Context: an optimization exercise on an open-source flow, tuned for small area, a short achievable clock period and few clock cycles. The choices shown serve that exercise and are no tape-out recipe.
In this exercise RTL edits were held to simulation tests only and were not proved equivalent to the original.
No activity file was given, so power comes from the tool's default toggle rates.

Design px4io_engine, start of the top module:
module px4io_engine (
    input  wire        clk,
    input  wire        rst,
    input  wire        cmd_valid,
    input  wire [7:0]  cmd,
    input  wire [7:0]  arg_mode,
    input  wire [7:0]  arg_page,
    input  wire [7:0]  arg_offset,
    input  wire [7:0]  arg_n,
    input  wire [7:0]  arg_retries,
    input  wire [15:0] arg_clear,
    input  wire [15:0] arg_set,
    input  wire        val_we,
    input  wire [4:0]  val_addr,
    input  wire [15:0] val_wdata,
    input  wire [4:0]  out_addr,
    output wire [15:0] out_rdata,
    output wire        link_req,
    output reg  [1:0]  link_op,
    output wire [7:0]  link_wdata,
    input  wire        link_ack,
    input  wire [1:0]  link_resp,
    input  wire [7:0]  link_rdata,
    output wire        busy,
    output reg         ready,
    output wire [7:0]  status,
    output reg  [7:0]  errinfo,
    output reg  [7:0]  result,
    output reg         flag,
    output reg  [2:0]  fault,
    output reg  [31:0] stall_cnt,
    output reg  [31:0] retry_cnt,
    output reg  [31:0] crcfail_cnt
);
clock: 10.0 ns
lec_check: 0
cap_margin: 40
core_margin: 2
core_utilization: 30
cts_cluster_diameter: 80
cts_cluster_size: 16
setup_slack_margin: 4.3
slew_margin: 40
synth_hierarchical: 1
run.sh (not shown) runs the stock make flow with config.mk's settings and CLKGATE_MAP_FILE= SYNTH_SCRIPT=/design/flow/synth_recipe.tcl, a recipe that flattens the netlist after the stock synthesis.
Testbench counts at the start, summed over its fixed seeds: cycles 46,988.
Change:
==> flow/flow/run.sh (new file) <==
#!/bin/bash
set -euo pipefail
export BUFFER_PORTS_ARGS="-buffer_cell sky130_fd_sc_hd__buf_2"
sed 's/"\${@:-finish}"/ABC_LOAD_IN_FF=35 "${@:-finish}"/' standard.sh > standard_abc.sh
grep -q 'ABC_LOAD_IN_FF=35 ' standard_abc.sh
bash standard_abc.sh > flow_make.log 2>&1
==> flow/standard.sh (new file) <==
#!/bin/bash
# synth_recipe.tcl (not shown) runs the flow's synth.tcl, then flattens the netlist and writes it again
# the make line also repeats each setting of config.mk as NAME=value (left out here)
make -C /OpenROAD-flow-scripts/flow DESIGN_CONFIG=/design/flow/config.mk WORK_HOME=/design/flow/orfs CLKGATE_MAP_FILE= SYNTH_SCRIPT=/design/flow/synth_recipe.tcl "${@:-finish}"
removed: flow/run.sh
Power is about the same; register-to-register slack gets better by 0.13 ns; worst setup slack improves by 0.26 ns; combinational power barely changes; non-clock buffer count went down by 22; via count drops by 0.67%; utilization came out lower by 1.2 points; area after synthesis is higher by 3.9%; clock skew falls by 0.0069 ns; critical path depth does not change; cell area hardly moves.


px4io_engine, a different RTL version from the one above (not shown whole).
Size: ~10,000 cells after synthesis, about 270 I/O pins, about 110,000 µm² of cells after synthesis.
export LEC_CHECK = 0
export CAP_MARGIN = 40
export CORE_MARGIN = 2
export CORE_UTILIZATION = 30
export CTS_CLUSTER_DIAMETER = 80
export CTS_CLUSTER_SIZE = 16
export SETUP_SLACK_MARGIN = 4.6
export SLEW_MARGIN = 40
export SYNTH_HIERARCHICAL = 1
create_clock -name core_clock -period 10.0 [get_ports {clk}]
standard.sh (not shown) runs the stock make flow with config.mk's settings and CLKGATE_MAP_FILE= SYNTH_SCRIPT=/design/flow/synth_recipe.tcl, a recipe that flattens the netlist after the stock synthesis.
==> flow/flow/run.sh <==
#!/bin/bash
set -euo pipefail
export BUFFER_PORTS_ARGS="-buffer_cell sky130_fd_sc_hd__buf_2"
sed 's/"\${@:-finish}"/ABC_LOAD_IN_FF=35 "${@:-finish}"/' standard.sh > standard_abc.sh
grep -q 'ABC_LOAD_IN_FF=35 ' standard_abc.sh
bash standard_abc.sh > flow_make.log 2>&1
Testbench counts at the start, summed over its fixed seeds: cycles 47,047.
Then changed:
SETUP_SLACK_MARGIN = 4.3   (was 4.6)
The new run passed the timing, design-rule and antenna checks.
Utilization is lower by 0.29 points.
Final area is lower by about 0.8%.
Die area does not change.
Routed wire length is lower by 1.6%.
Final cell count barely changes.
Worst setup slack gets worse by 0.088 ns.
Via count is lower by 0.33%.


## try-willow
px4io_engine, a different RTL version from the one above (not shown whole).
Size in the first run: about 10000 cells after synthesis, about 2500 flip-flops.
Settings: LEC_CHECK=0, CAP_MARGIN=40, CORE_MARGIN=2, CORE_UTILIZATION=30, CTS_CLUSTER_DIAMETER=80, CTS_CLUSTER_SIZE=16, SETUP_SLACK_MARGIN=4.5, SLEW_MARGIN=40, SYNTH_HIERARCHICAL=1; clock period 10.0 ns.
Scripts as last shown in full above: flow/flow/run.sh
try-willow closes out successfully: all stages finished, all timing, DRC and antenna checks passed.
Testbench counts of try-willow, summed over its fixed seeds: cycles 47,038.
Here is what was changed in the inputs of try-ember compared with try-willow.
Settings: changing SETUP_SLACK_MARGIN from 4.5 to 4.8.
### Flow results
try-willow: no failed stages, no open violations at the end
Per the final summary, try-ember finished and its layout is clean on timing, DRC and antenna.
Looking only at net count reported at finish, and setting everything else aside, the higher value of try-willow and try-ember goes to try-ember.
Re areal power density over the cells: try-willow and try-ember aren't equal, and the higher value belongs to try-willow.
In terms of fraction of synthesis flops using an asynchronous set or reset pin, try-willow and try-ember differ only marginally.
Between try-willow and try-ember, the clock-pin slew reported for the worst setup and hold paths after clock tree synthesis figures differ only marginally.
Number of instances resized during post-cts repair (try-ember over try-willow): decrease, 33
Changes observed in try-ember relative to try-willow: post-layout minimum cycle time up 28 ps; highest clock rate now smaller.
try-ember against try-willow; power consumption is up slightly.
Against try-willow, final standard cell area without fillers in try-ember came out worse.


Another version of the RTL of px4io_engine (not shown whole).
For scale: roughly 10000 cells after synthesis, roughly 2500 flip-flops, ~270 I/O pins, ~110000 µm² of cells after synthesis.
==> flow/config.mk <==
export PLATFORM = sky130hd
export DESIGN_NAME = px4io_engine
export DESIGN_NICKNAME = px4io_engine
export VERILOG_FILES = /design/flow/design.v
export SDC_FILE = /design/flow/constraint.sdc
export NUM_CORES = 8
export LEC_CHECK = 0
export CAP_MARGIN = 40
export CORE_MARGIN = 2
export CORE_UTILIZATION = 30
export CTS_CLUSTER_DIAMETER = 80
export CTS_CLUSTER_SIZE = 16
export SETUP_SLACK_MARGIN = 4.1
export SLEW_MARGIN = 40
export SYNTH_HIERARCHICAL = 1
==> flow/constraint.sdc <==
create_clock -name core_clock -period 10.0 [get_ports {clk}]
set_input_delay 2.0000 -clock core_clock [delete_from_list [all_inputs] [get_ports {clk}]]
set_output_delay 2.0000 -clock core_clock [all_outputs]
set_load 0.01 [all_outputs]
Scripts as last shown in full above: flow/flow/run.sh
Testbench counts at the start, summed over its fixed seeds: cycles 47,338.
==> next run, changes <==
Settings changed: SETUP_SLACK_MARGIN 4.1 to 5.0.
Outcome: Cell count goes up slightly. Maximum frequency goes up by a few percent. Non-clock buffer count is higher by 118. Die area stays the same. Total power went up by a few percent. Via count came out higher slightly. Sequential power hardly moves.


px4io_engine again, from the RTL that the note above started with.
==> flow/config.mk <==
export PLATFORM = sky130hd
export DESIGN_NAME = px4io_engine
export DESIGN_NICKNAME = px4io_engine
export VERILOG_FILES = /design/flow/design.v
export SDC_FILE = /design/flow/constraint.sdc
export NUM_CORES = 8
export LEC_CHECK = 0
export CAP_MARGIN = 40
export CORE_MARGIN = 2
export CORE_UTILIZATION = 30
export CTS_CLUSTER_DIAMETER = 80
export CTS_CLUSTER_SIZE = 16
export SETUP_SLACK_MARGIN = 4.8
export SLEW_MARGIN = 40
export SYNTH_HIERARCHICAL = 1
==> flow/constraint.sdc <==
create_clock -name core_clock -period 10.0 [get_ports {clk}]
set_input_delay 2.0000 -clock core_clock [delete_from_list [all_inputs] [get_ports {clk}]]
set_output_delay 2.0000 -clock core_clock [all_outputs]
set_load 0.01 [all_outputs]
Scripts as last shown in full above: flow/flow/run.sh
Testbench counts at the start, summed over its fixed seeds: cycles 47,338.
==> next run, changes <==
--- a/flow/config.mk
+++ b/flow/config.mk
@@ -13 +13 @@
-export SETUP_SLACK_MARGIN = 4.8
+export SETUP_SLACK_MARGIN = 4.5
Effect:
- The new run ran to the end with no violations
- maximum frequency came out lower slightly
- area after synthesis is unchanged
- die area stays the same
- setup slack gets worse by 0.044 ns
- power came out lower slightly
- global-route usage hardly moves


px4io_engine, a different RTL version from the one above (not shown whole).
For scale: ~9700 cells after synthesis, ~270 I/O pins, about 100000 um^2 of cells after synthesis.
export LEC_CHECK = 0
export CAP_MARGIN = 40
export CORE_MARGIN = 2
export CORE_UTILIZATION = 30
export CTS_CLUSTER_DIAMETER = 80
export CTS_CLUSTER_SIZE = 16
export SETUP_SLACK_MARGIN = 4.3
export SLEW_MARGIN = 40
export SYNTH_HIERARCHICAL = 1
create_clock -name core_clock -period 10.0 [get_ports {clk}]
==> flow/flow/run.sh <==
#!/bin/bash
set -euo pipefail
export BUFFER_PORTS_ARGS="-buffer_cell sky130_fd_sc_hd__buf_2"
bash standard.sh > flow_make.log 2>&1
The baseline completed with no timing, DRC or antenna violations.
Testbench counts at the start, summed over its fixed seeds: cycles 46,907.
Next try:
==> flow/run.sh (new file) <==
#!/bin/bash
# synth_recipe.tcl (not shown) runs the flow's synth.tcl, then flattens the netlist and writes it again
# the make line also repeats each setting of config.mk as NAME=value (left out here)
make -C /OpenROAD-flow-scripts/flow DESIGN_CONFIG=/design/flow/config.mk WORK_HOME=/design/flow/orfs CLKGATE_MAP_FILE= SYNTH_SCRIPT=/design/flow/synth_recipe.tcl finish
removed: flow/flow/run.sh
removed: flow/standard.sh
After rerunning: The changed run passed the timing, design-rule and antenna checks. Clock-buffer cell count came out lower by 5. Maximum frequency is higher by 1.0%. Critical path depth increases by 1. Cell area went up by about 1.7%. Global-route usage increases by 0.49 points. Total power shrinks by 0.32%.

[re-timing with driven ports]
No port has a modelled driver above. Below, the same layouts with a new extraction and two added sets of constraints. Step 1 (the two cells are an assumption about what drives the block):
set clk [get_ports {clk}]
set_driving_cell -lib_cell sky130_fd_sc_hd__clkbuf_16 $clk
set_driving_cell -lib_cell sky130_fd_sc_hd__buf_2 [delete_from_list [all_inputs] $clk]
Step 2 also shifts input and output timing later by t, the mid clock arrival at the registers, as if the neighbouring blocks saw the same clock. Three values: ideal ports, drivers, drivers and shift; two values: the first two.
| run | t, ns | slack for setup (ns) | slew at the worst register clock pin (ns) | worst slew at a driven data input, ns | pins driven straight from the clock port |
|---|---|---|---|---|---|
| the first run of note 1 | 1.012 | 3.887 / 3.772 / 3.242 | 0.09 / 0.09 | 0.20 | 1 |
| the second run of note 1 | 1.004 | 4.152 / 4.079 / 3.413 | 0.09 / 0.09 | 0.22 | 1 |
| the first run of note 2 | 1.018 | 4.187 / 4.101 / 3.615 | 0.09 / 0.09 | 0.17 | 1 |
| the second run of note 2 | 1.032 | 4.099 / 4.024 / 3.352 | 0.09 / 0.09 | 0.15 | 1 |
| try-willow | 1.004 | 4.259 / 4.190 / 3.506 | 0.09 / 0.09 | 0.22 | 1 |
| try-ember | 0.991 | 4.231 / 4.183 / 3.801 | 0.09 / 0.09 | 0.18 | 1 |
| the first run of note 4 | 0.984 | 4.061 / 4.038 / 3.182 | 0.09 / 0.09 | 0.10 | 1 |
| the second run of note 4 | 1.046 | 4.233 / 4.038 / 3.932 | 0.08 / 0.08 | 0.22 | 1 |
| the first run of note 5 | 1.036 | 4.294 / 4.207 / 3.720 | 0.09 / 0.09 | 0.41 | 1 |
| the second run of note 5 | 0.992 | 4.250 / 4.204 / 3.339 | 0.08 / 0.08 | 0.23 | 1 |
| the first run of note 6 | 1.060 | 3.663 / 3.594 / 3.450 | 0.09 / 0.09 | 0.17 | 1 |
| the second run of note 6 | 1.059 | 3.727 / 3.606 / 3.370 | 0.09 / 0.09 | 0.15 | 1 |
After both steps setup and hold are still met in every run listed. The setup slack of the second run of note 5, which loses most, moves by -0.046 ns with the drivers and by -0.911 ns with both steps.
